From an optimization exercise on the open Yosys and OpenROAD flow, aimed at small area, a short achievable clock period and few clock cycles per item; shortcuts taken in it are not production practice.
Function was checked by simulation only, so behaviour that the tests miss may differ from the original.

==> flow/design.v, too long to show whole: its modules and the start of the top module <==
// module tpaq_hasher: 153 lines
// module mul_c: 489 lines
// module mul_cm: 192 lines
// module mul_k1_0: 570 lines
// module mul_k2_0: 695 lines
// module mul_k1_1: 162 lines
// module mul_k2_1: 695 lines
// module mul_k1_2: 375 lines
// module mul_k2_2: 695 lines
// module mul_k1_3: 573 lines
// module mul_k2_3: 698 lines
// module mul_k1_4: 573 lines
// module mul_k2_4: 698 lines
// module mul_k1_5: 576 lines
// module mul_k2_5: 698 lines
// module mul_k1_6: 576 lines
// module mul_k2_6: 698 lines
// module hash_h: 246 lines
module tpaq_hasher (
    input  wire         clk,
    input  wire         rst,
    input  wire         in_valid,
    output wire         in_ready,
    input  wire         in_op,
    input  wire [149:0] in_data,
    output reg          out_valid,
    output reg          out_err,
    output reg  [223:0] out_ctx,
    output reg  [31:0]  out_c4,
    output reg  [23:0]  out_h
);
  // ...
==> flow/flow/run.sh <==
#!/bin/bash
# Standard layout with two changes:
#  - a netlist pass between synthesis and floorplan: flow/invpush.py removes
#    the inverters that synthesis leaves between full adders and xor gates
#    (a full adder is self-dual, so it can take its inputs inverted and give
#    its outputs inverted instead; an xor absorbs an inverted input by
#    becoming an xnor). Registers and all other cells stay as synthesized.
#  - the port buffers are plain buffers (buf_2) rather than delay cells.
# Each tool's output goes to its own log file here.
set -euo pipefail
R=orfs/results/${FLOW_PLATFORM}/tpaq_hasher/base
bash standard.sh synth > synth.log 2>&1
cp "$R/1_2_yosys.v" "$R/1_2_yosys_std.v"
python3 flow/invpush.py "$R/1_2_yosys_std.v" "$R/1_2_yosys.v" 3000000 > invpush.log 2>&1
rm -f "$R/1_synth.odb" "$R/1_synth.sdc"
bash standard.sh synth > synth_odb.log 2>&1
export BUFFER_PORTS_ARGS="-buffer_cell sky130_fd_sc_hd__buf_2"
# ask repair_timing for slack beyond the period, so that it speeds up the
# paths that set the achieved period
export SETUP_SLACK_MARGIN=21.2
bash standard.sh finish > layout.log 2>&1
==> flow/flow/invpush.py <==
#!/usr/bin/env python3
"""Inverter pushing on a flat gate-level netlist (Yosys output, sky130hd).

A full adder is self-dual: FA(~a, ~b, ~c) = (~sum, ~cout). Each full adder
may therefore be flipped (its inputs taken inverted and its outputs read
inverted) without changing the function. This pass removes the inverters
between cells, picks for every full adder whether to flip it so that as few
signals as possible need an inverted copy, and puts back one inverter per
signal that still needs one. Flip-flops, ports and other cells are untouched.

usage: invpush.py IN.v OUT.v
"""
import re, sys
from collections import defaultdict

src = open(sys.argv[1]).read()

cell_re = re.compile(r'^(\s*)(sky130_fd_sc_hd__(\w+))\s+(\\\S+ |\S+)\s*\((.*?)\);\n', re.S | re.M)
pin_re = re.compile(r'\.(\w+)\(\s*(.*?)\s*\)(?=\s*,|\s*$)', re.S)

OUT_PINS = {"X", "Y", "Q", "Q_N", "SUM", "COUT", "HI", "LO", "GCLK"}

cells = []
for m in cell_re.finditer(src):
    typ = m.group(3)
    name = m.group(4)
    pins = []
    for pm in pin_re.finditer(m.group(5)):
        pins.append([pm.group(1), pm.group(2).strip()])
    cells.append({"span": m.span(), "type": typ, "name": name, "pins": pins, "indent": m.group(1)})

# nets used outside cells: ports and assigns
mod = re.search(r'module\s+(\S+)\s*\((.*?)\);', src, re.S)
ports = set()
for decl in re.finditer(r'^\s*(input|output|inout)\s+(?:wire\s+)?(\[\d+:\d+\]\s*)?(\\\S+ |[\w$]+)\s*;', src, re.M):
    ports.add(decl.group(3).strip())
assign_text = " ".join(re.findall(r'^\s*assign\s+(.*?);', src, re.M | re.S))

def base(net):
    n = net.strip()
    if n.startswith("\\"):
        return n.split(" ")[0]
    return re.sub(r'\s*\[\d+\]$', '', n)

def fixed_net(net):
    b = base(net)
    return b in ports or (b and b in assign_text)

driver = {}
for ci, c in enumerate(cells):
    for p, n in c["pins"]:
        if p in OUT_PINS:
            driver[n] = (ci, p)

def is_inv(c): return c["type"].startswith("inv_") or c["type"].startswith("clkinv_")
def is_fa(c): return c["type"].startswith("fa_")
XOR_TWIN = {}
for n in ("1", "2", "4"):
    for a, b in (("xor2_", "xnor2_"), ("xor3_", "xnor3_")):
        XOR_TWIN[a + n] = b + n; XOR_TWIN[b + n] = a + n
def is_xor(c): return c["type"] in XOR_TWIN
def flippable(c): return is_fa(c) or is_xor(c)

removable = set()
for ci, c in enumerate(cells):
    if is_inv(c):
        out = [n for p, n in c["pins"] if p == "Y"][0]
        if not fixed_net(out):
            removable.add(ci)

memo = {}
def resolve(n):
    if n in memo: return memo[n]
    d = driver.get(n)
    if d is not None and d[0] in removable:
        a = [x for p, x in cells[d[0]]["pins"] if p == "A"][0]
        r, q = resolve(a)
        res = (r, q ^ 1)
    else:
        res = (n, 0)
    memo[n] = res
    return res

# consumers of each root: list of (cell index or None, required parity)
cons = defaultdict(list)
for ci, c in enumerate(cells):
    if ci in removable: continue
    for k, (p, n) in enumerate(c["pins"]):
        if p in OUT_PINS: continue
        if n.startswith("1'b") or n == "": continue
        r, q = resolve(n)
        cons[r].append((ci, q, k))
# nets read by ports/assigns through a removable inverter cannot occur (fixed_net);
# nets read directly keep parity 0 and are not touched.

flip = [0] * len(cells)
fa_out_roots = {}
for ci, c in enumerate(cells):
    if is_fa(c):
        fa_out_roots[ci] = [n for p, n in c["pins"] if p in ("SUM", "COUT")]
    elif is_xor(c):
        fa_out_roots[ci] = [n for p, n in c["pins"] if p in ("X", "Y")]

def phys(r):
    d = driver.get(r)
    if d is not None and flippable(cells[d[0]]):
        return flip[d[0]]
    return 0

def cost(r):
    ph = phys(r)
    for ci, q, k in cons[r]:
        if is_xor(cells[ci]): continue  # an xor takes either polarity
        need = q ^ (flip[ci] if is_fa(cells[ci]) else 0)
        if need != ph:
            return 1
    return 0

def affected(ci):
    rs = set(fa_out_roots[ci])
    if is_xor(cells[ci]): return rs
    for p, n in cells[ci]["pins"]:
        if p not in OUT_PINS and not n.startswith("1'b"):
            rs.add(resolve(n)[0])
    return rs

import random
random.seed(1)
fas = list(fa_out_roots)
aff = {ci: affected(ci) for ci in fas}
def greedy():
    changed = True
    passes = 0
    while changed and passes < 50:
        changed = False
        passes += 1
        for ci in fas:
            rs = aff[ci]
            c0 = sum(cost(r) for r in rs)
            flip[ci] ^= 1
            c1 = sum(cost(r) for r in rs)
            if c1 < c0:
                changed = True
            else:
                flip[ci] ^= 1
    return passes
passes = greedy()
best = sum(cost(r) for r in list(cons))
best_flip = list(flip)
# simulated annealing on the flips, then a final descent
import math
moves = int(sys.argv[3]) if len(sys.argv) > 3 else 200000
cur = best
T0, T1 = 0.6, 0.02
for it in range(moves):
    T = T0 * (T1 / T0) ** (it / max(1, moves))
    ci = random.choice(fas)
    rs = aff[ci]
    c0 = sum(cost(r) for r in rs)
    flip[ci] ^= 1
    d = sum(cost(r) for r in rs) - c0
    if d <= 0 or random.random() < math.exp(-d / T):
        cur += d
        if cur < best:
            best = cur; best_flip = list(flip)
    else:
        flip[ci] ^= 1
flip[:] = best_flip
greedy()
flip[:] = best_flip

# rewrite
newinv = {}
decls = []
invs = []
def inv_of(r):
    if r not in newinv:
        k = len(newinv)
        w = f"_ipn{k}_"
        newinv[r] = w
        decls.append(f"  wire {w};\n")
        ra = r + " " if r.startswith("\\") else r
        invs.append(f"  sky130_fd_sc_hd__inv_1 _ipi{k}_ (\n    .A({ra}),\n    .Y({w})\n  );\n")
    return newinv[r]

for ci, c in enumerate(cells):
    if ci in removable: continue
    par = flip[ci] if is_xor(c) else 0
    for k, (p, n) in enumerate(c["pins"]):
        if p in OUT_PINS or n.startswith("1'b") or n == "": continue
        r, q = resolve(n)
        if is_xor(c):
            par ^= q ^ phys(r)
            c["pins"][k][1] = r
            continue
        need = q ^ (flip[ci] if is_fa(c) else 0)
        c["pins"][k][1] = r if need == phys(r) else inv_of(r)
    if par:
        c["type"] = XOR_TWIN[c["type"]]
        outp = "Y" if c["type"].startswith("xnor2_") else "X"
        for pp in c["pins"]:
            if pp[0] in ("X", "Y"): pp[0] = outp

out = []
pos = 0
for ci, c in enumerate(cells):
    s, e = c["span"]
    out.append(src[pos:s])
    pos = e
    if ci in removable: continue
    ind = c["indent"]
    body = ",\n".join(f"    .{p}({n} )" if n.startswith("\\") else f"    .{p}({n})" for p, n in c["pins"])
    out.append(f"{ind}sky130_fd_sc_hd__{c['type']} {c['name']} (\n{body}\n  );\n")
tail = src[pos:]
endpos = tail.rfind("endmodule")
out.append(tail[:endpos])
out.extend(decls)
out.extend(invs)
out.append(tail[endpos:])
open(sys.argv[2], "w").write("".join(out))
ninv = sum(1 for c in cells if is_inv(c))
print(f"invpush: {len(fa_out_roots)} full adders, {sum(flip)} flipped, "
      f"inverters {ninv} -> {ninv - len(removable) + len(newinv)} ({passes} passes)", file=sys.stderr)
==> flow/standard.sh <==
#!/bin/bash
# synth_recipe.tcl (not shown) runs the flow's synth.tcl, then flattens the netlist and writes it again
# the make line also repeats each setting of config.mk as NAME=value (left out here)
make -C /OpenROAD-flow-scripts/flow DESIGN_CONFIG=/design/flow/config.mk WORK_HOME=/design/flow/orfs CLKGATE_MAP_FILE= SYNTH_SCRIPT=/design/flow/synth_recipe.tcl "${@:-finish}"
==> flow/config.mk <==
export PLATFORM = sky130hd
export DESIGN_NAME = tpaq_hasher
export DESIGN_NICKNAME = tpaq_hasher
export VERILOG_FILES = /design/flow/design.v
export SDC_FILE = /design/flow/constraint.sdc
export NUM_CORES = 4
export LEC_CHECK = 0
export CAP_MARGIN = 20
export CORE_MARGIN = 2
export CORE_UTILIZATION = 70
export SLEW_MARGIN = 20
==> flow/constraint.sdc <==
create_clock -name core_clock -period 28.0 [get_ports {clk}]
set_input_delay 5.6000 -clock core_clock [delete_from_list [all_inputs] [get_ports {clk}]]
set_output_delay 5.6000 -clock core_clock [all_outputs]
set_load 0.01 [all_outputs]
==> metrics.cfg, run 1 <==
[setup_path]
rr_worst_depth=23
path_class=register to output port
cp.required_ns=22.40
cp-end-kind=output port
reg2reg_from=t_b[125]
cp-endpoint=out_c4[10]

[outcome]
status=timing/DRC/antenna clean

[global_route]
grtUsageMet3_pct=8.68
grt_util_met2_pct=58.8
gr-usage-all-layers_pct=37.0
grt_use_met1_pct=49.7

[cells_and_area]
syn_to_final_growth_pct=9.34
mostFrequentLayoutCell=fa_1
clkCellAreaFrac_pct=3.46
top_regs=out_ctx (224), t_b (201), d_r (142)
num_antenna_cells=8
multi_input_cells=6849
nNetsFinal=12800

[min_path]
whs_path_depth=0

[logic_synthesis]
syn-cell-area_um2=110000
yosysWarnings=1
synth_fp_nets=12300

[clock_network]
clock_sinks=1110
cts_buffer_depth=3
cts_buffers=113
hold_buffers=0

[die]
design.core.area_um2=156000
die_area_um2=160000
placementRows=145

[drt]
drt_iter0_markers=5175
drt_wl_total_mm=285
vias=69900

Testbench counts, summed over its fixed seeds: cycles 32,032, items 32,000.
==> inputs of run 2 (changes only) <==
--- a/flow/config.mk
+++ b/flow/config.mk
@@ -7,5 +7,5 @@
 export LEC_CHECK = 0
 export CAP_MARGIN = 20
 export CORE_MARGIN = 2
-export CORE_UTILIZATION = 70
+export CORE_UTILIZATION = 80
 export SLEW_MARGIN = 20
==> run 2 against run 1 <==
  * Routed wire length increased by 17%
  * Area after synthesis unchanged
  * Hold slack about the same
  * Die area decreased by 12%
  * Register-to-register slack got worse by 0.49 ns
  * Core utilization increased by 11 points
  * Critical endpoint is now out_ctx[63]
==> metrics.cfg, run 2 <==
[sta]
fmax_mhz=141
setup_violations=0
setup_tns_ns=0
finClkSkew_ns=0.0998
rsz0062_at_grt=yes
post-route-min-period_ns=7.11
worstMarginPinSlew_ns=1.37
period_share_pct=25.4
drv_slew=0
max_slew_margin_pct=8.16
hold_viol=0

[setup_path]
path_depth=19
cp-end-kind=register
cp-start-kind=register
reg2reg_from=t_b[56]
slowest_delay_ns=1.09
cp_cell_sequence=inv_1, fa_1, fa_1, fa_1, ha_1, nor4_1, o31a_1, a31o_2, o21ai_0, nand4_1, a31oi_1, a41o_1, o41ai_1, inv_1, fa_1, xor2_1, xor2_1, xor2_1, xnor2_1
rr_worst_depth=19  ; -17%
reg2reg_slack_ns=20.89
cp-endpoint=out_ctx[63]
cp_max_fo=6
crit_path_frequent_cell=fa_1
worst-path-buf-inv=2
path_class=register to register
crit_slowest_cell=nor4_1
timing.rr.end=out_ctx[63]
cp.required_ns=28.70  ; +6.30 ns
critPathLaunch=t_b[56]
cp.arrival_ns=7.81
crit_family=adder cells

[drt]
vias=76800  ; +10%
vias_per_cell=6.89
antenna_left=0
drt_wl_total_mm=334  ; +17%
drt_iter0_markers=9013  ; +74%
drt_pass1_iterations=19
drc=0
wl_per_cell_um=29.9

[cells_and_area]
largest_reg_flops=224
syn_to_final_growth_pct=9.02
nNetsFinal=12800  ; -0.016%
mostFrequentLayoutCell=fa_1
final_cell_mix=fa_1, dfxtp_1, ha_1, inv_1, xor2_1
fin_util_pct=88.2
top_regs=out_ctx (224), t_b (201), d_r (142)
instances_no_fill=11200
largest-register=out_ctx
drive_gt1_share_pct=10.2

[placed_design]
place_congestion=1.03
io_buffers=427
dpl.cell_count=10900
hpwl_mm=241

[die]
die_area_um2=140000  ; -12%
io_pins=437
design.core.area_um2=136000  ; -13%
placementRows=135  ; -6.9%
die_x_um=374
start_util_pct=80.9
die-height_um=374

[logic_synthesis]
syn_avg_cell_area_um2=12.5
synth_fp_nets=12300  ; unchanged
syn_inst=8784
syn-cell-area_um2=110000  ; unchanged
yosysWarnings=1  ; unchanged

[clock_network]
clock_sinks=1110  ; unchanged
cts_root_buf=clkbuf_16
hold_buffers=0  ; unchanged
cts_buffer_depth=3  ; unchanged
cts_buffers=114  ; +0.88%
cts_tree=done
clk_latency_ns=0.82
htree_levels=3
clk_pin_slew_ns=0.07

[global_route]
overflow=0
grt_pass1_vias=85800
gr-usage-all-layers_pct=47.3  ; +10 points
grt_max_degree=117
antenna_found_initial=24
grt_pass1_wl_mm=497

[min_path]
hp-class=register to register

[outcome]
status=timing/DRC/antenna clean

[job]
cap_violations=0

## run 2: cell types whose count changed in the layout (fill, tap and decap cells not counted), moves of 5 or more
cell,delta
dfxtp_1,-9
inv_6,+6
clkinvlp_4,+7
dfxtp_2,+25
buf_4,-5
dfxtp_4,-16
## run 2: routing by layer
| metal | up-vias | track usage, % | share of wire, % |
|---|---|---|---|
| met5 | - | 0 | 0.091 |
| met4 | 36 | 27.9 | 8.3 |
| met3 | 2184 | 14.3 | 13 |
| met2 | 6453 | 74.4 | 46 |
| met1 | 38400 | 58.5 | 33 |
| li1 | 29800 | - | - |
## run 2: timing repair
item,4_1_cts,5_1_grt
endpoints found under the setup margin,255,277
buffers inserted,0,13
resized for setup,221,161
## run 2: worst min-delay path by stage
stage | from | endpoint | slack (ns) | cells after the start
finish | c4_b[24] | out_c4[24] | 0.32 | 0
global route | h_b[18] | out_h[18] | 0.32 | 0
CTS | c4_b[24] | out_c4[24] | 0.32 | 0
detailed placement | c4_b[5] | out_c4[5] | 0.31 | 0
global placement | c4_b[0] | out_c4[0] | 0.31 | 0
floorplan | h_a[0] | h_b[0] | 0.31 | 0
## run 2: stage by stage
stage               hold slack [ns]  worst slack, ns  instance area (um^2)
finish                        0.322            20.89                120000
global route                  0.324            20.67                120000
CTS                           0.319            21.09                119000
detailed placement            0.312            21.21                114000
global placement              0.310            21.23                114000
floorplan                     0.310            22.07                110000
## run 2: area by class of cell
| type | instances | area [um^2] |
|---|---|---|
| diodes | 10 | 25.0 |
| fillers | 5910 | 16100 |
| clock inverters | 71 | 1080 |
| inverters | 712 | 2690 |
| flip-flops and latches | 1110 | 22500 |
| well taps | 1781 | 2230 |
| clock buffers | 143 | 3120 |
| repair buffers | 481 | 3610 |
| multi-input cells | 6849 | 84500 |
==> inputs of run 3 (changes only) <==
--- a/flow/flow/run.sh
+++ b/flow/flow/run.sh
@@ -6,6 +6,7 @@
 #    its outputs inverted instead; an xor absorbs an inverted input by
 #    becoming an xnor). Registers and all other cells stay as synthesized.
 #  - the port buffers are plain buffers (buf_2) rather than delay cells.
+#  - repair_timing aims beyond the period, and the clock tree uses no dummy loads.
 # Each tool's output goes to its own log file here.
 set -euo pipefail
 R=orfs/results/${FLOW_PLATFORM}/tpaq_hasher/base
@@ -18,4 +19,6 @@
 # ask repair_timing for slack beyond the period, so that it speeds up the
 # paths that set the achieved period
 export SETUP_SLACK_MARGIN=21.2
+# clock tree without dummy loads
+export CTS_ARGS="-sink_clustering_enable -repair_clock_nets -dont_use_dummy_load"
 bash standard.sh finish > layout.log 2>&1
--- a/flow/config.mk
+++ b/flow/config.mk
@@ -7,5 +7,5 @@
 export LEC_CHECK = 0
 export CAP_MARGIN = 20
 export CORE_MARGIN = 2
-export CORE_UTILIZATION = 80
+export CORE_UTILIZATION = 70
 export SLEW_MARGIN = 20
==> run 3 against run 2 <==
  * Non-clock buffer count is 3 higher
  * Area after synthesis unchanged
  * Critical path depth shrank 18
  * Worst setup slack better by 0.24 ns
  * Final area fell by 1.2%
  * Hold slack got worse by 0.017 ns
  * Critical endpoint is now out_h[6]
  * Clock skew shrank 0.0021 ns
  * Maximum frequency up 3.6%
  * Die area is 14% higher
==> metrics.cfg, run 3 <==
[drt]
wl_met2_mm=134  ; -13%
drt_pass1_iterations=5  ; -14
antenna_left=0  ; unchanged
met3_length_mm=24.7  ; -43%
drt_iter0_markers=5011  ; -44%
topRoutingLayerUsed=met5
vias=69400  ; -9.6%
drt_wl_total_mm=283  ; -15%
wl_met1_mm=112  ; +2.4%
wl_per_cell_um=25.0  ; -17%
drc=0  ; unchanged
vias_per_cell=6.13  ; -11%

[global_route]
grt_pass1_wl_mm=444  ; -11%
grt_pass1_vias=77500  ; -9.6%
antenna_found_initial=25  ; +4.2%
grt_max_degree=113  ; -3.4%
overflow=0  ; unchanged
gr-usage-all-layers_pct=36.9  ; -10 points

[logic_synthesis]
syn-cell-area_um2=110000  ; unchanged
yosysWarnings=1  ; unchanged
syn_avg_cell_area_um2=12.5  ; unchanged
syn_inst=8784  ; unchanged
synth_fp_nets=12300  ; unchanged

[sta]
fmax_mhz=146  ; +3.6%
period_share_pct=24.5  ; -0.87 points
setup_tns_ns=0  ; unchanged
finClkSkew_ns=0.0977  ; -0.00209 ns
hold_viol=0  ; unchanged
max_slew_margin_pct=25.9  ; +18 points
setup_violations=0  ; unchanged
worstMarginPinSlew_ns=1.11  ; -0.254 ns
post-route-min-period_ns=6.86  ; -0.244 ns
drv_slew=0  ; unchanged
rsz0062_at_grt=yes

[die]
design.core.area_um2=156000  ; +15%
die_area_um2=160000  ; +14%
die_x_um=400  ; +6.8%
start_util_pct=70.4  ; -10 points
io_pins=437  ; unchanged
die-height_um=400  ; +6.8%
placementRows=145  ; +7.4%

[setup_path]
cp_cell_sequence=buf_6
crit_family=flip-flops
crit_slowest_cell=dfxtp_2
cp-end-kind=output port
path_class=register to output port
cp.required_ns=22.40  ; -6.30 ns
cp_max_fo=1  ; -5
slowest_delay_ns=0.37  ; -0.72 ns
cp-start-kind=register
reg2reg_from=t_b[125]
reg2reg_slack_ns=21.30  ; +0.41 ns
critPathLaunch=out_h[6]
timing.rr.end=out_ctx[127]
cp.arrival_ns=1.26  ; -6.55 ns
worst-path-buf-inv=1  ; -1
rr_worst_depth=23  ; +4

[cells_and_area]
largest_reg_flops=224  ; unchanged
top_regs=out_ctx (224), t_b (201), d_r (142)
nNetsFinal=12800  ; +0.016%
drive_gt1_share_pct=8.75  ; -1.5 points
largest-register=out_ctx
syn_to_final_growth_pct=7.73
mostFrequentLayoutCell=fa_1
num-fill-cells=10200  ; +73%
final_cell_mix=fa_1, dfxtp_1, ha_1, inv_1, xor2_1

[clock_network]
clock_sinks=1110  ; unchanged
htree_levels=3  ; unchanged
hold_buffers=0  ; unchanged
cts_buffer_depth=3  ; unchanged
cts_root_buf=clkbuf_16
clk_pin_slew_ns=0.06  ; about the same
cts_buffers=113  ; -0.88%
cts_tree=done
clk_latency_ns=0.78  ; -0.04 ns

[outcome]
status=timing/DRC/antenna clean

[placed_design]
place_congestion=1.04  ; +0.95%
hpwl_mm=234  ; -3.1%
io_buffers=427  ; unchanged

[job]
cap_violations=0  ; unchanged

[min_path]
hp-start=c4_b[10]
whs_path_depth=0  ; unchanged
hp-class=register to register
min_to=out_c4[10]

==> run 3: worst max path at each step <==
stage | end | depth (start not counted) | slack [ns]
after floorplan | out_c4[0] | 0 | 22.07
after global placement | out_ctx[127] | 23 | 21.43
after detailed placement | out_ctx[127] | 23 | 21.27
after CTS | out_h[13] | 1 | 21.09
after global routing | out_ctx[127] | 23 | 20.94
final | out_h[6] | 1 | 21.14
==> run 3: final cells by class <==
type | count | area, um^2 | area share, %
inverter | 712 | 2680 | 2.27
timing repair buffer | 484 | 3270 | 2.76
multi-input combinational | 6849 | 84500 | 71.4
tap | 2058 | 2570 | 2.18
clock buffer | 113 | 2830 | 2.39
antenna | 8 | 20.0 | 0.0169
sequential | 1110 | 22400 | 19.0
==> run 3: stage by stage <==
step                      hold slack, ns  util (%)  setup slack [ns]  cells  instance area [um^2]
final                              0.305      75.8             21.14  11300                118000
after global routing               0.309      75.8             20.94  11300                118000
after CTS                          0.306      75.6             21.09  11300                118000
after detailed placement           0.312      73.4             21.27  11200                114000
after global placement             0.310      73.4             21.43  11200                114000
after floorplan                    0.310         -             22.07   8784                110000
==> run 3: routing by layer <==
metal | GRT usage, % | vias to the layer above
met5 | 0 | -
met4 | 14.7 | 24
met3 | 8.72 | 750
met2 | 58.6 | 3134
met1 | 49.6 | 35800
li1 | - | 29700
==> run 3: worst register-to-register path, delay by kind of cell (launching register included) <==
| family | cells | cell delay (ns) |
|---|---|---|
| flops | 1 | 0.59 |
| fa+ha+maj | 6 | 2.63 |
| buf+inv | 2 | 0.32 |
| xor+xnor | 5 | 0.95 |
| compound gates | 10 | 2.15 |
==> run 3: timing repair <==
item	in CTS	in global routing
buffers inserted	0	4
resized for setup	176	92
setup endpoints to repair	180	163
==> module tpaq_hasher, before the edit <==
module tpaq_hasher (
    input  wire         clk,
    input  wire         rst,
    input  wire         in_valid,
    output wire         in_ready,
    input  wire         in_op,
    input  wire [149:0] in_data,
    output reg          out_valid,
    output reg          out_err,
    output reg  [223:0] out_ctx,
    output reg  [31:0]  out_c4,
    output reg  [23:0]  out_h
);
    localparam [31:0] C  = 32'd200002979;
    localparam [31:0] CC = C * C;
    function [31:0] hash_c;
        input [31:0] py;
        input [31:0] y;
        reg   [31:0] g;
        begin
            g = CC ^ py;
            hash_c = {g[31], g[31:1]} ^ {{9{g[31]}}, g[31:9]} ^ {{2{C[31]}}, C[31:2]}
                   ^ {{3{y[31]}}, y[31:3]} ^ C;
        end
    endfunction
    assign in_ready = 1'b1;
    reg         v_r, op_r, rst_r;
    reg [149:0] d_r;
    always @(posedge clk) begin
        if (rst) v_r <= 1'b0;
        else     v_r <= in_valid;
        rst_r <= rst;
        op_r  <= in_op;
        d_r   <= in_data;
    end
    reg [31:0] c4, c8;
    reg [23:0] h;
    reg [30:0] pos, bc;
    reg        text;         
    reg [31:0] h1, h2;       
    reg        v_s, e_s;
    wire [7:0]  b       = d_r[7:0];
    wire        refuse  = &pos;
    wire [23:0] h_n;         
    wire [30:0] pos_inc = pos + 31'd1;
    wire [30:0] bc_inc  = bc + 31'd1;
    wire        text0   = bc < (pos_inc >> 2);
    wire        text1   = bc_inc < (pos_inc >> 2);
    wire        text_n  = b[7] ? text1 : text0;
    hash_h u_h (.h(h), .c({c4[15:0], b}), .y(h_n));
    always @(posedge clk) begin
        if (rst) begin
            v_s <= 1'b0; e_s <= 1'b0;
        end else begin
            v_s <= v_r;
            e_s <= v_r && !op_r && refuse;
        end
        if (rst_r) begin
            c4 <= 32'd0; c8 <= 32'd0; h <= 24'd0;
            pos <= 31'd0; bc <= 31'd0;
        end else begin
            if (v_r) begin
                if (op_r) begin
                    c4  <= d_r[31:0];
                    c8  <= d_r[63:32];
                    h   <= d_r[87:64];
                    pos <= d_r[118:88];
                    bc  <= d_r[149:119];
                end else if (!refuse) begin
                    c4  <= {c4[23:0], b};
                    c8  <= {c8[23:0], c4[31:24]};
                    h   <= h_n;
                    pos <= pos_inc;
                    bc  <= b[7] ? bc_inc : bc;
                end
            end
        end
        text <= text_n;
        h1   <= (text_n && !c4[23] && !c4[15] && !c4[7] && !b[7])
                ? {c4[23:0], b} : {{16{c4[23]}}, c4[23:8]};
        h2   <= (text_n && !c8[23] && !c8[15] && !c8[7] && !c4[31])
                ? {c8[23:0], c4[31:24]} : {{16{c8[23]}}, c8[23:8]};
    end
    reg        v_a, e_a, text_a;
    reg [31:0] c4_a, x1_a, x2_a, x3_a, x4_a, x5_a, x6_a;
    reg [15:0] c8l_a;
    reg [23:0] h_a;
    wire [31:0] h1c, h2c, pc, mc;
    mul_c  u_h1 (.x(h1), .y(h1c));
    mul_c  u_h2 (.x(h2), .y(h2c));
    mul_c  u_p  (.x(c4), .y(pc));
    mul_cm u_m  (.x(c4), .y(mc));
    wire [31:0] g6 = h1c ^ h2c;
    always @(posedge clk) begin
        if (rst) begin
            v_a <= 1'b0; e_a <= 1'b0;
        end else begin
            v_a <= v_s; e_a <= e_s;
        end
        text_a <= text;
        c4_a   <= c4;
        c8l_a  <= c8[15:0];
        h_a    <= h;
        x1_a   <= hash_c(pc << 24, c4 << 24);
        x2_a   <= hash_c(pc << 16, c4 << 16);
        x3_a   <= hash_c(pc << 8,  c4 << 8);
        x4_a   <= hash_c(mc,       c4 & 32'hF0F0F0F0);
        x5_a   <= hash_c(pc,       c4);
        x6_a   <= {g6[31], g6[31:1]} ^ {{9{g6[31]}}, g6[31:9]} ^ {{2{h1[31]}}, h1[31:2]}
                ^ {{3{h2[31]}}, h2[31:3]} ^ C;
    end
    reg        v_b, e_b;
    reg [31:0] c4_b;
    reg [23:0] h_b;
    reg [223:0] t_b;
    wire [31:0] x0 = text_a ? (c4_a ^ {16'd0, c8l_a}) : {c4_a[31:16], 16'd0};
    wire [223:0] t_n;
    mul_k1_0 u_k10 (.x(x0),   .y(t_n[ 31:  0]));
    mul_k1_1 u_k11 (.x(x1_a), .y(t_n[ 63: 32]));
    mul_k1_2 u_k12 (.x(x2_a), .y(t_n[ 95: 64]));
    mul_k1_3 u_k13 (.x(x3_a), .y(t_n[127: 96]));
    mul_k1_4 u_k14 (.x(x4_a), .y(t_n[159:128]));
    mul_k1_5 u_k15 (.x(x5_a), .y(t_n[191:160]));
    mul_k1_6 u_k16 (.x(x6_a), .y(t_n[223:192]));
    always @(posedge clk) begin
        if (rst) begin
            v_b <= 1'b0; e_b <= 1'b0;
        end else begin
            v_b <= v_a; e_b <= e_a;
        end
        c4_b <= c4_a;
        h_b  <= h_a;
        t_b  <= t_n;
    end
    wire [223:0] ctx_n;
    mul_k2_0 u_k20 (.x({t_b[ 15:  0], t_b[ 31: 16]}), .y(ctx_n[ 31:  0]));
    mul_k2_1 u_k21 (.x({t_b[ 47: 32], t_b[ 63: 48]}), .y(ctx_n[ 63: 32]));
    mul_k2_2 u_k22 (.x({t_b[ 79: 64], t_b[ 95: 80]}), .y(ctx_n[ 95: 64]));
    mul_k2_3 u_k23 (.x({t_b[111: 96], t_b[127:112]}), .y(ctx_n[127: 96]));
    mul_k2_4 u_k24 (.x({t_b[143:128], t_b[159:144]}), .y(ctx_n[159:128]));
    mul_k2_5 u_k25 (.x({t_b[175:160], t_b[191:176]}), .y(ctx_n[191:160]));
    mul_k2_6 u_k26 (.x({t_b[207:192], t_b[223:208]}), .y(ctx_n[223:192]));
    always @(posedge clk) begin
        if (rst) begin
            out_valid <= 1'b0; out_err <= 1'b0;
        end else begin
            out_valid <= v_b; out_err <= e_b;
        end
        out_c4  <= c4_b;
        out_h   <= h_b;
        out_ctx <= ctx_n;
    end
endmodule
==> inputs of run 4 (changes only) <==
--- a/flow/design.v
+++ b/flow/design.v
@@ -37,7 +37,8 @@
     reg [23:0] h;
     reg [30:0] pos, bc;
     reg        text;         
-    reg [31:0] h1, h2;       
+    reg        sel1;         
+    reg [31:0] h2;           
     reg        v_s, e_s;
     wire [7:0]  b       = d_r[7:0];
     wire        refuse  = &pos;
@@ -76,8 +77,7 @@
             end
         end
         text <= text_n;
-        h1   <= (text_n && !c4[23] && !c4[15] && !c4[7] && !b[7])
-                ? {c4[23:0], b} : {{16{c4[23]}}, c4[23:8]};
+        sel1 <= text_n && !c4[23] && !c4[15] && !c4[7] && !b[7];
         h2   <= (text_n && !c8[23] && !c8[15] && !c8[7] && !c4[31])
                 ? {c8[23:0], c4[31:24]} : {{16{c8[23]}}, c8[23:8]};
     end
@@ -85,12 +85,13 @@
     reg [31:0] c4_a, x1_a, x2_a, x3_a, x4_a, x5_a, x6_a;
     reg [15:0] c8l_a;
     reg [23:0] h_a;
-    wire [31:0] h1c, h2c, pc, mc;
-    mul_c  u_h1 (.x(h1), .y(h1c));
+    wire [31:0] h1 = sel1 ? c4 : {{16{c4[31]}}, c4[31:16]};
+    wire [31:0] s4c, h2c, pc, mc;
     mul_c  u_h2 (.x(h2), .y(h2c));
     mul_c  u_p  (.x(c4), .y(pc));
     mul_cm u_m  (.x(c4), .y(mc));
-    wire [31:0] g6 = h1c ^ h2c;
+    mul_cs u_s4 (.x(c4[31:16]), .y(s4c));
+    wire [31:0] g6 = (sel1 ? pc : s4c) ^ h2c;
     always @(posedge clk) begin
         if (rst) begin
             v_a <= 1'b0; e_a <= 1'b0;
@@ -640,6 +641,363 @@
     assign w324 = (~w219 & w268) | (~w219 & w269) | (w268 & w269);
     assign y = {~w322, ~w320, ~w318, ~w316, ~w314, ~w312, ~w310, ~w308, ~w306, ~w304, w302, w300, w298, w296, w294, w292, w290, w288, ~w286, ~w284, ~w282, w280, w278, w276, w274, w272, ~x[5], ~x[4], ~x[3], ~x[2], ~x[1], x[0]} + {~w323, ~w321, ~w319, ~w317, ~w315, ~w313, ~w311, ~w309, ~w307, ~w305, ~w303, w301, w299, w297, w295, w293, w291, w289, w287, ~w285, ~w283, ~w281, w279, w277, w275, w273, w271, x[2], x[1], x[0], ~x[0], 1'b0};
 endmodule
+module mul_cs (input wire [15:0] x, output wire [31:0] y);
+    wire w1, w2;
+    assign w1 = x[12] ^ x[9];
+    assign w2 = x[12] & x[9];
+    wire w3, w4;
+    assign w3 = x[15] ^ x[8] ^ x[6];
+    assign w4 = (x[15] & x[8]) | (x[15] & x[6]) | (x[8] & x[6]);
+    wire w5, w6;
+    assign w5 = x[13] ^ x[10];
+    assign w6 = x[13] & x[10];
+    wire w7, w8;
+    assign w7 = x[9] ^ x[7] ^ x[2];
+    assign w8 = (x[9] & x[7]) | (x[9] & x[2]) | (x[7] & x[2]);
+    wire w9, w10;
+    assign w9 = x[14] ^ x[11];
+    assign w10 = x[14] & x[11];
+    wire w11, w12;
+    assign w11 = x[10] ^ x[8] ^ x[3];
+    assign w12 = (x[10] & x[8]) | (x[10] & x[3]) | (x[8] & x[3]);
+    wire w13, w14;
+    assign w13 = x[12] ^ x[5];
+    assign w14 = x[12] & x[5];
+    wire w15, w16;
+    assign w15 = x[13] ^ x[6] ^ x[15];
+    assign w16 = (x[13] & x[6]) | (x[13] & x[15]) | (x[6] & x[15]);
+    wire w17, w18;
+    assign w17 = x[11] ^ x[9] ^ x[4];
+    assign w18 = (x[11] & x[9]) | (x[11] & x[4]) | (x[9] & x[4]);
+    wire w19, w20;
+    assign w19 = x[12] ^ x[10] ^ x[5];
+    assign w20 = (x[12] & x[10]) | (x[12] & x[5]) | (x[10] & x[5]);
+    wire w21, w22;
+    assign w21 = x[1] ^ x[15];
+    assign w22 = x[1] | x[15];
+    wire w23, w24;
+    assign w23 = x[13] ^ x[11] ^ x[6];
+    assign w24 = (x[13] & x[11]) | (x[13] & x[6]) | (x[11] & x[6]);
+    wire w25, w26;
+    assign w25 = x[15] ^ x[8] ^ x[14];
+    assign w26 = (x[15] & x[8]) | (x[15] & x[14]) | (x[8] & x[14]);
+    wire w27, w28;
+    assign w27 = x[14] ^ x[12] ^ x[7];
+    assign w28 = (x[14] & x[12]) | (x[14] & x[7]) | (x[12] & x[7]);
+    wire w29, w30;
+    assign w29 = x[9] ^ x[15];
+    assign w30 = x[9] & x[15];
+    wire w31, w32;
+    assign w31 = x[13] ^ x[8] ^ x[4];
+    assign w32 = (x[13] & x[8]) | (x[13] & x[4]) | (x[8] & x[4]);
+    wire w33, w34;
+    assign w33 = x[10] ^ x[15];
+    assign w34 = x[10] & x[15];
+    wire w35, w36;
+    assign w35 = x[14] ^ x[9] ^ x[5];
+    assign w36 = (x[14] & x[9]) | (x[14] & x[5]) | (x[9] & x[5]);
+    wire w37, w38;
+    assign w37 = x[15] ^ x[11];
+    assign w38 = x[15] & x[11];
+    wire w39, w40;
+    assign w39 = x[10] ^ x[6];
+    assign w40 = x[10] | x[6];
+    wire w41, w42;
+    assign w41 = x[11] ^ x[7];
+    assign w42 = x[11] | x[7];
+    wire w43, w44;
+    assign w43 = x[8] ^ x[1];
+    assign w44 = x[8] | x[1];
+    wire w45, w46;
+    assign w45 = x[7] ^ x[4] ^ x[9];
+    assign w46 = (x[7] & x[4]) | (x[7] & x[9]) | (x[4] & x[9]);
+    wire w47, w48;
+    assign w47 = x[10] ^ x[3] ^ x[1];
+    assign w48 = (x[10] & x[3]) | (x[10] & x[1]) | (x[3] & x[1]);
+    wire w49, w50;
+    assign w49 = x[8] ^ x[5];
+    assign w50 = x[8] & x[5];
+    wire w51, w52;
+    assign w51 = x[11] ^ x[4] ^ x[2];
+    assign w52 = (x[11] & x[4]) | (x[11] & x[2]) | (x[4] & x[2]);
+    wire w53, w54;
+    assign w53 = x[9] ^ x[6];
+    assign w54 = x[9] & x[6];
+    wire w55, w56;
+    assign w55 = x[10] ^ x[7] ^ x[0];
+    assign w56 = (x[10] & x[7]) | (x[10] & x[0]) | (x[7] & x[0]);
+    wire w57, w58;
+    assign w57 = x[12] ^ x[5] ^ x[3];
+    assign w58 = (x[12] & x[5]) | (x[12] & x[3]) | (x[5] & x[3]);
+    wire w59, w60;
+    assign w59 = x[11] ^ x[8] ^ x[1];
+    assign w60 = (x[11] & x[8]) | (x[11] & x[1]) | (x[8] & x[1]);
+    wire w61, w62;
+    assign w61 = x[13] ^ x[6] ^ x[4];
+    assign w62 = (x[13] & x[6]) | (x[13] & x[4]) | (x[6] & x[4]);
+    wire w63, w64;
+    assign w63 = x[2] ^ x[14] ^ w1;
+    assign w64 = (x[2] & x[14]) | (x[2] & w1) | (x[14] & w1);
+    wire w65, w66;
+    assign w65 = x[7] ^ x[5] ^ x[0];
+    assign w66 = (x[7] & x[5]) | (x[7] & x[0]) | (x[5] & x[0]);
+    wire w67, w68;
+    assign w67 = x[3] ^ w2 ^ w5;
+    assign w68 = (x[3] & w2) | (x[3] & w5) | (w2 & w5);
+    wire w69, w70;
+    assign w69 = x[1] ^ x[14] ^ w3;
+    assign w70 = (x[1] & x[14]) | (x[1] & w3) | (x[14] & w3);
+    wire w71, w72;
+    assign w71 = x[4] ^ w6 ^ w9;
+    assign w72 = (x[4] & w6) | (x[4] & w9) | (w6 & w9);
+    wire w73, w74;
+    assign w73 = x[15] ^ w4 ^ w7;
+    assign w74 = (x[15] & w4) | (x[15] & w7) | (w4 & w7);
+    wire w75, w76;
+    assign w75 = x[15] ^ w10 ^ w13;
+    assign w76 = (x[15] & w10) | (x[15] & w13) | (w10 & w13);
+    wire w77, w78;
+    assign w77 = x[15] ^ w8 ^ w11;
+    assign w78 = (x[15] & w8) | (x[15] & w11) | (w8 & w11);
+    wire w79, w80;
+    assign w79 = x[15] ^ w14 ^ w15;
+    assign w80 = (x[15] & w14) | (x[15] & w15) | (w14 & w15);
+    wire w81, w82;
+    assign w81 = x[0] ^ w12 ^ w17;
+    assign w82 = (x[0] & w12) | (x[0] & w17) | (w12 & w17);
+    wire w83, w84;
+    assign w83 = x[7] ^ w16 ^ w21;
+    assign w84 = (x[7] & w16) | (x[7] & w21) | (w16 & w21);
+    wire w85, w86;
+    assign w85 = x[14] ^ w18 ^ w19;
+    assign w86 = (x[14] & w18) | (x[14] & w19) | (w18 & w19);
+    wire w87, w88;
+    assign w87 = x[2] ^ x[0] ^ w20;
+    assign w88 = (x[2] & x[0]) | (x[2] & w20) | (x[0] & w20);
+    wire w89, w90;
+    assign w89 = w22 ^ w23 ^ ~w25;
+    assign w90 = (w22 & w23) | (w22 & ~w25) | (w23 & ~w25);
+    wire w91, w92;
+    assign w91 = x[3] ^ x[1] ^ w24;
+    assign w92 = (x[3] & x[1]) | (x[3] & w24) | (x[1] & w24);
+    wire w93, w94;
+    assign w93 = w26 ^ ~w27 ^ w29;
+    assign w94 = (w26 & ~w27) | (w26 & w29) | (~w27 & w29);
+    wire w95, w96;
+    assign w95 = x[2] ^ x[15] ^ w28;
+    assign w96 = (x[2] & x[15]) | (x[2] & w28) | (x[15] & w28);
+    wire w97, w98;
+    assign w97 = w30 ^ ~w31 ^ w33;
+    assign w98 = (w30 & ~w31) | (w30 & w33) | (~w31 & w33);
+    wire w99, w100;
+    assign w99 = x[3] ^ x[15] ^ w32;
+    assign w100 = (x[3] & x[15]) | (x[3] & w32) | (x[15] & w32);
+    wire w101, w102;
+    assign w101 = w34 ^ ~w35 ^ w37;
+    assign w102 = (w34 & ~w35) | (w34 & w37) | (~w35 & w37);
+    wire w103, w104;
+    assign w103 = x[12] ^ x[15] ^ w38;
+    assign w104 = (x[12] & x[15]) | (x[12] & w38) | (x[15] & w38);
+    wire w105, w106;
+    assign w105 = x[4] ^ w36 ^ ~w39;
+    assign w106 = (x[4] & w36) | (x[4] & ~w39) | (w36 & ~w39);
+    wire w107, w108;
+    assign w107 = x[15] ^ x[13] ^ w41;
+    assign w108 = (x[15] & x[13]) | (x[15] & w41) | (x[13] & w41);
+    wire w109, w110;
+    assign w109 = x[5] ^ x[15] ^ w40;
+    assign w110 = (x[5] & x[15]) | (x[5] & w40) | (x[15] & w40);
+    wire w111, w112;
+    assign w111 = x[12] ^ x[8] ^ x[6];
+    assign w112 = (x[12] & x[8]) | (x[12] & x[6]) | (x[8] & x[6]);
+    wire w113, w114;
+    assign w113 = ~x[14] ^ x[0] ^ w42;
+    assign w114 = (~x[14] & x[0]) | (~x[14] & w42) | (x[0] & w42);
+    wire w115, w116;
+    assign w115 = x[13] ^ x[9] ^ x[7];
+    assign w116 = (x[13] & x[9]) | (x[13] & x[7]) | (x[9] & x[7]);
+    wire w117, w118;
+    assign w117 = x[15] ^ x[1];
+    assign w118 = x[15] & ~x[1];
+    wire w119, w120;
+    assign w119 = x[14] ^ x[10] ^ x[8];
+    assign w120 = (x[14] & x[10]) | (x[14] & x[8]) | (x[10] & x[8]);
+    wire w121, w122;
+    assign w121 = ~x[2] ^ x[0] ^ x[15];
+    assign w122 = (~x[2] & x[0]) | (~x[2] & x[15]) | (x[0] & x[15]);
+    wire w123, w124;
+    assign w123 = x[11] ^ x[9] ^ x[3];
+    assign w124 = (x[11] & x[9]) | (x[11] & x[3]) | (x[9] & x[3]);
+    wire w125, w126;
+    assign w125 = x[1] ^ ~x[15] ^ x[15];
+    assign w126 = (x[1] & ~x[15]) | (x[1] & x[15]) | (~x[15] & x[15]);
+    wire w127, w128;
+    assign w127 = x[12] ^ x[10] ^ x[4];
+    assign w128 = (x[12] & x[10]) | (x[12] & x[4]) | (x[10] & x[4]);
+    wire w129, w130;
+    assign w129 = x[15] ^ x[2] ^ ~x[15];
+    assign w130 = (x[15] & x[2]) | (x[15] & ~x[15]) | (x[2] & ~x[15]);
+    wire w131, w132;
+    assign w131 = x[11] ^ x[5] ^ ~x[3];
+    assign w132 = (x[11] & x[5]) | (x[11] & ~x[3]) | (x[5] & ~x[3]);
+    wire w133, w134;
+    assign w133 = x[5] ^ x[2];
+    assign w134 = x[5] & x[2];
+    wire w135, w136;
+    assign w135 = x[6] ^ x[3] ^ w43;
+    assign w136 = (x[6] & x[3]) | (x[6] & w43) | (x[3] & w43);
+    wire w137, w138;
+    assign w137 = x[2] ^ x[0] ^ w44;
+    assign w138 = (x[2] & x[0]) | (x[2] & w44) | (x[0] & w44);
+    wire w139, w140;
+    assign w139 = x[9] ^ ~w46 ^ w47;
+    assign w140 = (x[9] & ~w46) | (x[9] & w47) | (~w46 & w47);
+    wire w141, w142;
+    assign w141 = w48 ^ ~w50 ^ w51;
+    assign w142 = (w48 & ~w50) | (w48 & w51) | (~w50 & w51);
+    wire w143, w144;
+    assign w143 = ~w52 ^ w54 ^ w55;
+    assign w144 = (~w52 & w54) | (~w52 & w55) | (w54 & w55);
+    wire w145, w146;
+    assign w145 = w56 ^ ~w58 ^ w59;
+    assign w146 = (w56 & ~w58) | (w56 & w59) | (~w58 & w59);
+    wire w147, w148;
+    assign w147 = w60 ^ ~w62 ^ w63;
+    assign w148 = (w60 & ~w62) | (w60 & w63) | (~w62 & w63);
+    wire w149, w150;
+    assign w149 = w64 ^ ~w66 ^ w67;
+    assign w150 = (w64 & ~w66) | (w64 & w67) | (~w66 & w67);
+    wire w151, w152;
+    assign w151 = w68 ^ ~w70 ^ w71;
+    assign w152 = (w68 & ~w70) | (w68 & w71) | (~w70 & w71);
+    wire w153, w154;
+    assign w153 = w72 ^ ~w74 ^ w75;
+    assign w154 = (w72 & ~w74) | (w72 & w75) | (~w74 & w75);
+    wire w155, w156;
+    assign w155 = w76 ^ ~w78 ^ w79;
+    assign w156 = (w76 & ~w78) | (w76 & w79) | (~w78 & w79);
+    wire w157, w158;
+    assign w157 = w80 ^ ~w82 ^ w83;
+    assign w158 = (w80 & ~w82) | (w80 & w83) | (~w82 & w83);
+    wire w159, w160;
+    assign w159 = w86 ^ w87 ^ w89;
+    assign w160 = (w86 & w87) | (w86 & w89) | (w87 & w89);
+    wire w161, w162;
+    assign w161 = w88 ^ w90 ^ w91;
+    assign w162 = (w88 & w90) | (w88 & w91) | (w90 & w91);
+    wire w163, w164;
+    assign w163 = w92 ^ ~w94 ^ w95;
+    assign w164 = (w92 & ~w94) | (w92 & w95) | (~w94 & w95);
+    wire w165, w166;
+    assign w165 = w96 ^ ~w98 ^ w99;
+    assign w166 = (w96 & ~w98) | (w96 & w99) | (~w98 & w99);
+    wire w167, w168;
+    assign w167 = ~w100 ^ w102 ^ w103;
+    assign w168 = (~w100 & w102) | (~w100 & w103) | (w102 & w103);
+    wire w169, w170;
+    assign w169 = w104 ^ ~w106 ^ w107;
+    assign w170 = (w104 & ~w106) | (w104 & w107) | (~w106 & w107);
+    wire w171, w172;
+    assign w171 = w110 ^ w111 ^ w113;
+    assign w172 = (w110 & w111) | (w110 & w113) | (w111 & w113);
+    wire w173, w174;
+    assign w173 = w112 ^ w114 ^ w115;
+    assign w174 = (w112 & w114) | (w112 & w115) | (w114 & w115);
+    wire w175, w176;
+    assign w175 = w116 ^ ~w118 ^ w119;
+    assign w176 = (w116 & ~w118) | (w116 & w119) | (~w118 & w119);
+    wire w177, w178;
+    assign w177 = w120 ^ ~w122 ^ w123;
+    assign w178 = (w120 & ~w122) | (w120 & w123) | (~w122 & w123);
+    wire w179, w180;
+    assign w179 = w124 ^ ~w126 ^ w127;
+    assign w180 = (w124 & ~w126) | (w124 & w127) | (~w126 & w127);
+    wire w181, w182;
+    assign w181 = x[13] ^ ~w128 ^ w130;
+    assign w182 = (x[13] & ~w128) | (x[13] & w130) | (~w128 & w130);
+    wire w183, w184;
+    assign w183 = x[3] ^ x[0];
+    assign w184 = x[3] & x[0];
+    wire w185, w186;
+    assign w185 = ~x[6] ^ x[4] ^ x[1];
+    assign w186 = (~x[6] & x[4]) | (~x[6] & x[1]) | (x[4] & x[1]);
+    wire w187, w188;
+    assign w187 = ~x[0] ^ x[7] ^ w133;
+    assign w188 = (~x[0] & x[7]) | (~x[0] & w133) | (x[7] & w133);
+    wire w189, w190;
+    assign w189 = ~x[7] ^ w134 ^ w135;
+    assign w190 = (~x[7] & w134) | (~x[7] & w135) | (w134 & w135);
+    wire w191, w192;
+    assign w191 = w45 ^ w136 ^ ~w137;
+    assign w192 = (w45 & w136) | (w45 & ~w137) | (w136 & ~w137);
+    wire w193, w194;
+    assign w193 = ~w49 ^ w138 ^ w139;
+    assign w194 = (~w49 & w138) | (~w49 & w139) | (w138 & w139);
+    wire w195, w196;
+    assign w195 = ~w53 ^ w140 ^ w141;
+    assign w196 = (~w53 & w140) | (~w53 & w141) | (w140 & w141);
+    wire w197, w198;
+    assign w197 = w57 ^ w142 ^ ~w143;
+    assign w198 = (w57 & w142) | (w57 & ~w143) | (w142 & ~w143);
+    wire w199, w200;
+    assign w199 = ~w61 ^ w144 ^ w145;
+    assign w200 = (~w61 & w144) | (~w61 & w145) | (w144 & w145);
+    wire w201, w202;
+    assign w201 = ~w65 ^ w146 ^ w147;
+    assign w202 = (~w65 & w146) | (~w65 & w147) | (w146 & w147);
+    wire w203, w204;
+    assign w203 = ~w69 ^ w148 ^ w149;
+    assign w204 = (~w69 & w148) | (~w69 & w149) | (w148 & w149);
+    wire w205, w206;
+    assign w205 = ~w73 ^ w150 ^ w151;
+    assign w206 = (~w73 & w150) | (~w73 & w151) | (w150 & w151);
+    wire w207, w208;
+    assign w207 = ~w77 ^ w152 ^ w153;
+    assign w208 = (~w77 & w152) | (~w77 & w153) | (w152 & w153);
+    wire w209, w210;
+    assign w209 = ~w81 ^ w154 ^ w155;
+    assign w210 = (~w81 & w154) | (~w81 & w155) | (w154 & w155);
+    wire w211, w212;
+    assign w211 = ~w85 ^ w156 ^ w157;
+    assign w212 = (~w85 & w156) | (~w85 & w157) | (w156 & w157);
+    wire w213, w214;
+    assign w213 = w84 ^ w158 ^ ~w159;
+    assign w214 = (w84 & w158) | (w84 & ~w159) | (w158 & ~w159);
+    wire w215, w216;
+    assign w215 = ~w93 ^ w160 ^ w161;
+    assign w216 = (~w93 & w160) | (~w93 & w161) | (w160 & w161);
+    wire w217, w218;
+    assign w217 = ~w97 ^ w162 ^ w163;
+    assign w218 = (~w97 & w162) | (~w97 & w163) | (w162 & w163);
+    wire w219, w220;
+    assign w219 = ~w101 ^ w164 ^ w165;
+    assign w220 = (~w101 & w164) | (~w101 & w165) | (w164 & w165);
+    wire w221, w222;
+    assign w221 = w105 ^ w166 ^ ~w167;
+    assign w222 = (w105 & w166) | (w105 & ~w167) | (w166 & ~w167);
+    wire w223, w224;
+    assign w223 = ~w109 ^ w168 ^ w169;
+    assign w224 = (~w109 & w168) | (~w109 & w169) | (w168 & w169);
+    wire w225, w226;
+    assign w225 = w108 ^ w170 ^ ~w171;
+    assign w226 = (w108 & w170) | (w108 & ~w171) | (w170 & ~w171);
+    wire w227, w228;
+    assign w227 = w117 ^ w172 ^ w173;
+    assign w228 = (w117 & w172) | (w117 & w173) | (w172 & w173);
+    wire w229, w230;
+    assign w229 = ~w121 ^ w174 ^ w175;
+    assign w230 = (~w121 & w174) | (~w121 & w175) | (w174 & w175);
+    wire w231, w232;
+    assign w231 = ~w125 ^ w176 ^ w177;
+    assign w232 = (~w125 & w176) | (~w125 & w177) | (w176 & w177);
+    wire w233, w234;
+    assign w233 = ~w129 ^ w178 ^ w179;
+    assign w234 = (~w129 & w178) | (~w129 & w179) | (w178 & w179);
+    wire w235, w236;
+    assign w235 = w131 ^ w180 ^ ~w181;
+    assign w236 = (w131 & w180) | (w131 & ~w181) | (w180 & ~w181);
+    assign y = {~w234, ~w232, ~w230, ~w228, w226, w224, ~w222, ~w220, ~w218, ~w216, w214, w212, w210, w208, w206, w204, w202, w200, ~w198, ~w196, ~w194, w192, w190, w188, w186, w184, ~x[5], ~x[4], ~x[3], ~x[2], ~x[1], x[0]} + {~w235, ~w233, ~w231, ~w229, ~w227, w225, w223, ~w221, ~w219, ~w217, ~w215, w213, w211, w209, w207, w205, w203, w201, w199, ~w197, ~w195, ~w193, w191, w189, w187, w185, w183, x[2], x[1], x[0], ~x[0], 1'b0};
+endmodule
 module mul_cm (input wire [31:0] x, output wire [31:0] y);
     wire w1, w2;
     assign w1 = x[23] ^ x[21];
--- a/flow/flow/run.sh
+++ b/flow/flow/run.sh
@@ -6,7 +6,6 @@
 #    its outputs inverted instead; an xor absorbs an inverted input by
 #    becoming an xnor). Registers and all other cells stay as synthesized.
 #  - the port buffers are plain buffers (buf_2) rather than delay cells.
-#  - repair_timing aims beyond the period, and the clock tree uses no dummy loads.
 # Each tool's output goes to its own log file here.
 set -euo pipefail
 R=orfs/results/${FLOW_PLATFORM}/tpaq_hasher/base
@@ -19,6 +18,4 @@
 # ask repair_timing for slack beyond the period, so that it speeds up the
 # paths that set the achieved period
 export SETUP_SLACK_MARGIN=21.2
-# clock tree without dummy loads
-export CTS_ARGS="-sink_clustering_enable -repair_clock_nets -dont_use_dummy_load"
 bash standard.sh finish > layout.log 2>&1
==> run 4 against run 3 <==
  * Highest routed layer unchanged
  * Critical path depth unchanged
  * Die area is 1.4% lower
  * Register-to-register slack improved by 0.03 ns
  * Clock-buffer cell count rose by 34
  * Global-route usage increased by 0.49 points
  * Final area increased by 0.32%
  * Maximum frequency fell by 0.54%
  * Area after synthesis is 1.4% lower
  * Still clean
  * Clock skew up 0.021 ns
  * Final cell count rose by 0.72%
  * Synthesized cell count fell by 0.72%
==> metrics.cfg, run 4 <==
[outcome]
status=timing/DRC/antenna clean

[setup_path]
worst-path-buf-inv=1  ; unchanged
path_class=register to output port
slowest_delay_ns=0.36  ; about the same
crit_family=flip-flops
cp.required_ns=22.40  ; about the same
crit_slowest_cell=dfxtp_4
cp-end-kind=output port
cp_cell_sequence=buf_6
cp-start-kind=register
cp_max_fo=1  ; unchanged
cp.arrival_ns=1.30  ; +0.04 ns

[placed_design]
io_buffers=427  ; unchanged
hpwl_mm=230  ; -1.7%
dpl.cell_count=11100  ; -0.69%
place_congestion=0.997  ; -3.8%

[drt]
vias=69300  ; -0.22%
drc=0  ; unchanged
drt_wl_total_mm=284  ; +0.26%
drt_pass1_iterations=6  ; +1
drt_iter0_markers=5297  ; +5.7%
vias_per_cell=6.07  ; -0.94%
antenna_left=0  ; unchanged
wl_per_cell_um=24.9  ; -0.46%

[global_route]
antenna_found_initial=29  ; +16%
grt_pass1_vias=77900  ; +0.55%
grt_pass1_wl_mm=445  ; +0.24%
grt_max_degree=213  ; +88%
gr-usage-all-layers_pct=37.4  ; +0.49 points
overflow=0  ; unchanged

[die]
placementRows=144  ; -0.69%
start_util_pct=70.4  ; about the same
die_area_um2=158000  ; -1.4%
design.core.area_um2=154000  ; -1.4%
io_pins=437  ; unchanged
die_x_um=397  ; -0.69%
die-height_um=397  ; -0.69%

[logic_synthesis]
syn_avg_cell_area_um2=12.4  ; -0.68%
yosysWarnings=1  ; unchanged
syn_inst=8721  ; -0.72%
syn-cell-area_um2=108000  ; -1.4%
synth_fp_nets=12200  ; -0.79%

[clock_network]
clk_pin_slew_ns=0.06  ; about the same
hold_buffers=0  ; unchanged
clk_latency_ns=0.83  ; +0.05 ns
cts_root_buf=clkbuf_16
cts_tree=done
htree_levels=3  ; unchanged
cts_buffer_depth=3  ; unchanged
clock_sinks=1081  ; -2.6%
cts_buffers=113  ; unchanged

[sta]
period_share_pct=24.6  ; +0.13 points
fmax_mhz=145  ; -0.54%
finClkSkew_ns=0.118  ; +0.0208 ns
setup_tns_ns=0  ; unchanged
worstMarginPinSlew_ns=1.23  ; +0.116 ns
drv_slew=0  ; unchanged
post-route-min-period_ns=6.90  ; +0.0375 ns
rsz0062_at_grt=yes
max_slew_margin_pct=17.7  ; -8.2 points
hold_viol=0  ; unchanged
setup_violations=0  ; unchanged

[cells_and_area]
final_cell_mix=fa_1, dfxtp_1, ha_1, inv_1, xor2_1
syn_to_final_growth_pct=9.59
mostFrequentLayoutCell=fa_1
drive_gt1_share_pct=10.5  ; +1.7 points
nNetsFinal=12800  ; -0.41%
instances_no_fill=11400  ; +0.72%
largest-register=out_ctx
largest_reg_flops=224  ; unchanged
top_regs=out_ctx (224), t_b (201), d_r (142)
num-fill-cells=9776  ; -4.3%

[min_path]
hp-class=register to register

[job]
cap_violations=0  ; unchanged

==> run 4: cell types whose count changed in the layout (fill, tap and decap cells not counted), moves of 25 or more <==
cell	delta
buf_4	+48
clkinvlp_4	+31
dfxtp_1	-46
dfxtp_2	+29
fa_1	-37
mux2i_1	+26
nor2_1	+58
nor3_1	-25
o21ai_0	-34
xor2_1	-35
==> run 4: worst paths after layout <==
check,startpoint,to,slack (ns),cells after the start
worst max-delay path,out_h[1],out_h[1],21.10,1
worst min-delay path,c4_b[23],out_c4[23],0.28,0
worst max register to register,c4[28],x6_a[26],21.33,18
worst min register to register,c4_b[23],out_c4[23],0.28,0
==> run 4: per-layer routing <==
| metal | GRT usage, % | up-vias | part of all wire [%] |
|---|---|---|---|
| met5 | 0 | - | 0.023 |
| met4 | 14.5 | 10 | 4.2 |
| met3 | 9.42 | 647 | 9.3 |
| met2 | 59.9 | 3166 | 48 |
| met1 | 49.5 | 35800 | 39 |
| li1 | - | 29600 | - |
==> run 4: area by class of cell <==
type                       instances  area [um^2]  share of cell area, %
antenna                           23         57.6                 0.0485
clock buffer                     147         3130                   2.63
clock inverter                    65          962                  0.811
inverter                         711         2750                   2.32
multi-input combinational       6807        83600                   70.5
sequential                      1081        21800                   18.4
tap                             2044         2560                   2.15
timing repair buffer             538         3750                   3.16
==> run 4: what timing repair did <==
item                                    4_1_cts  5_1_grt
pin swaps                                     0        3
setup buffers                                10       39
resized for setup                           203      130
endpoints found under the setup margin      257      234
gates cloned                                  0        0
==> run 4: metrics by stage <==
stage	instance area [um^2]	hold WS, ns	worst slack (ns)	utilization, %
5_1_grt	119000	0.280	21.09	77.1
3_3_place_gp	113000	0.311	20.88	73.4
4_1_cts	118000	0.275	21.06	76.6
3_5_place_dp	113000	0.312	20.78	73.4
6_report	119000	0.281	21.10	77.1
2_1_floorplan	108000	0.310	21.76	-
Testbench counts of run 4, summed over its fixed seeds: cycles 32,032, items 32,000.
==> inputs of run 5 (changes only) <==
--- a/flow/flow/run.sh
+++ b/flow/flow/run.sh
@@ -6,6 +6,7 @@
 #    its outputs inverted instead; an xor absorbs an inverted input by
 #    becoming an xnor). Registers and all other cells stay as synthesized.
 #  - the port buffers are plain buffers (buf_2) rather than delay cells.
+#  - repair_timing aims beyond the period, and the clock tree uses no dummy loads.
 # Each tool's output goes to its own log file here.
 set -euo pipefail
 R=orfs/results/${FLOW_PLATFORM}/tpaq_hasher/base
@@ -18,4 +19,6 @@
 # ask repair_timing for slack beyond the period, so that it speeds up the
 # paths that set the achieved period
 export SETUP_SLACK_MARGIN=21.2
+# clock tree without dummy loads, with larger sink clusters (fewer buffers)
+export CTS_ARGS="-sink_clustering_enable -repair_clock_nets -dont_use_dummy_load -sink_clustering_size 25 -sink_clustering_max_diameter 80"
 bash standard.sh finish > layout.log 2>&1
==> run 5 against run 4 <==
  * First-iteration DRC count grew 1.2%
  * Sequential share of layout area up 0.33 points
  * Routed wire length decreased by 1.5%
  * Final cell count shrank 1.0%
  * Core utilization is 1.7 points lower
  * Critical path type unchanged
  * Worst setup slack improved by 0.038 ns
  * Hold slack lost 0.019 ns
  * Final area fell by 2.2%
==> metrics.cfg, run 5 <==
[global_route]
grt_max_degree=213  ; unchanged
antenna_found_initial=27  ; -6.9%
grt_pass1_wl_mm=439  ; -1.4%
gr-usage-all-layers_pct=36.9  ; -0.53 points
grt_pass1_vias=76700  ; -1.5%
overflow=0  ; unchanged

[drt]
drt_wl_total_mm=280  ; -1.5%
drt_pass1_iterations=6  ; unchanged
antenna_left=0  ; unchanged
vias=68700  ; -0.79%
drc=0  ; unchanged
drt_iter0_markers=5363  ; +1.2%
wl_per_cell_um=24.7  ; -0.50%
vias_per_cell=6.08  ; +0.22%

[setup_path]
cp.required_ns=22.40  ; about the same
timing.rr.end=x6_a[21]
rr_worst_depth=21  ; +3
cp_max_fo=1  ; unchanged
cp-end-kind=output port
worst-path-buf-inv=1  ; unchanged
cp.arrival_ns=1.26  ; -0.04 ns
path_class=register to output port
critPathLaunch=out_h[3]
reg2reg_slack_ns=21.34  ; about the same
slowest_delay_ns=0.37  ; about the same
cp-endpoint=out_h[3]
cp-start-kind=register
reg2reg_from=c4[14]
cp_cell_sequence=buf_6
crit_slowest_cell=dfxtp_4
crit_family=flip-flops
path_depth=1  ; unchanged

[cells_and_area]
syn_to_final_growth_pct=7.19
final_cell_mix=fa_1, dfxtp_1, ha_1, inv_1, xor2_1
drive_gt1_share_pct=8.86  ; -1.6 points
nNetsFinal=12800  ; -0.12%
largest-register=out_ctx
largest_reg_flops=224  ; unchanged
top_regs=out_ctx (224), t_b (201), d_r (142)
mostFrequentLayoutCell=fa_1

[placed_design]
dpl_worst_slack_ns=20.78  ; unchanged
io_buffers=427  ; unchanged
place_congestion=0.997  ; unchanged
hpwl_mm=230  ; unchanged

[sta]
fin_ws_ns=21.14  ; +0.0376 ns
hold_viol=0  ; unchanged
max_slew_margin_pct=19.9  ; +2.2 points
setup_violations=0  ; unchanged
setup_tns_ns=0  ; unchanged
post-route-min-period_ns=6.86  ; -0.0376 ns
finClkSkew_ns=0.148  ; +0.0299 ns
worstMarginPinSlew_ns=1.19  ; -0.0335 ns
rsz0062_at_grt=yes
period_share_pct=24.5  ; -0.13 points
drv_slew=0  ; unchanged
fmax_mhz=146  ; +0.55%

[clock_network]
clk_pin_slew_ns=0.10  ; +0.04 ns
cts_buffers=74  ; -35%
clock_sinks=1081  ; unchanged
cts_tree=done
clk_latency_ns=0.76  ; -0.07 ns
cts_root_buf=clkbuf_16
htree_levels=3  ; unchanged
cts_buffer_depth=3  ; unchanged

[logic_synthesis]
syn_inst=8721  ; unchanged
synth_fp_nets=12200  ; unchanged
syn_avg_cell_area_um2=12.4  ; unchanged
yosysWarnings=1  ; unchanged
syn-cell-area_um2=108000  ; unchanged

[die]
placementRows=144  ; unchanged
design.core.area_um2=154000  ; unchanged
io_pins=437  ; unchanged
die_x_um=397  ; unchanged
die-height_um=397  ; unchanged
start_util_pct=70.4  ; unchanged
die_area_um2=158000  ; unchanged

[min_path]
whs_path_depth=0  ; unchanged
hp-class=register to register

[job]
cap_violations=0  ; unchanged

[outcome]
status=timing/DRC/antenna clean

-- run 5: metrics by stage --
stage / area (um^2) / utilization [%] / hold WS [ns] / cells
after floorplan: 108000 / - / 0.310 / 8721
after global placement: 113000 / 73.4 / 0.311 / 11100
after detailed placement: 113000 / 73.4 / 0.312 / 11100
after CTS: 115000 / 74.9 / 0.252 / 11200
after global routing: 116000 / 75.4 / 0.264 / 11300
final: 116000 / 75.4 / 0.261 / 11300
-- run 5: area by class of cell --
class                   count  area (um^2)
multi-input cells        6807        83600
diodes                     22         55.1
repair buffers            562         3450
clock buffers              74         1850
well taps                2044         2560
flip-flops and latches   1081        21800
inverters                 711         2770
fillers                 10300        37800
-- run 5: worst min path at each step --
| stage | start | endpoint | slack, ns |
|---|---|---|---|
| 4_1_cts | h_b[5] | out_h[5] | 0.25 |
| 6_report | h_b[5] | out_h[5] | 0.26 |
| 5_1_grt | h_b[5] | out_h[5] | 0.26 |
| 3_3_place_gp | c4_b[15] | out_c4[15] | 0.31 |
| 2_1_floorplan | h_a[0] | h_b[0] | 0.31 |
| 3_5_place_dp | h_a[17] | h_b[17] | 0.31 |
-- run 5: timing repair --
item                       4_1_cts  5_1_grt
hold endpoints to repair         0        0
gates resized for setup        106       80
setup buffers                    6       67
setup endpoints to repair       66       61
pin swaps                        0        3
hold buffers                     0        0
-- run 5: layer usage --
metal | share of wire (%) | wire length, um | up-vias | global-route usage [%]
li1 | - | - | 29500 | -
met1 | 39 | 109000 | 35500 | 49.2
met5 | 0.019 | 53 | - | 0
met2 | 48 | 133000 | 3098 | 59.2
met4 | 4.1 | 11400 | 8 | 13.5
met3 | 9.3 | 25900 | 632 | 8.95

[separate check: timing with driven ports]
Ports are ideal in the flow. The routed layouts listed here were re-timed in OpenROAD.
Step 1: set_driving_cell puts a clkbuf_16 on clk and a buf_2 on each other input, an assumption about the parent block.
Step 2, shift: input delay + t, output delay - t, t = (earliest + latest rising clock arrival at the registers) / 2. This alone moves slack from input paths to output paths.
Slacks: no drivers / after step 1 / after step 2; pairs: no drivers / after step 1.
run | t, ns | slack for setup (ns) | latest minus earliest clock arrival (ns) | worst slew at a driven data input, ns
run 1 | 0.850 | 21.129 / 21.043 / 21.382 | 0.082 / 0.082 | 0.11
run 2 | 0.870 | 20.893 / 20.893 / 20.893 | 0.116 / 0.116 | 0.21
run 3 | 0.820 | 21.137 / 21.046 / 21.296 | 0.115 / 0.114 | 0.12
run 4 | 0.871 | 21.099 / 21.006 / 21.335 | 0.123 / 0.124 | 0.15
run 5 | 0.782 | 21.137 / 21.045 / 21.336 | 0.164 / 0.164 | 0.16
After both steps every run listed still meets setup and hold.
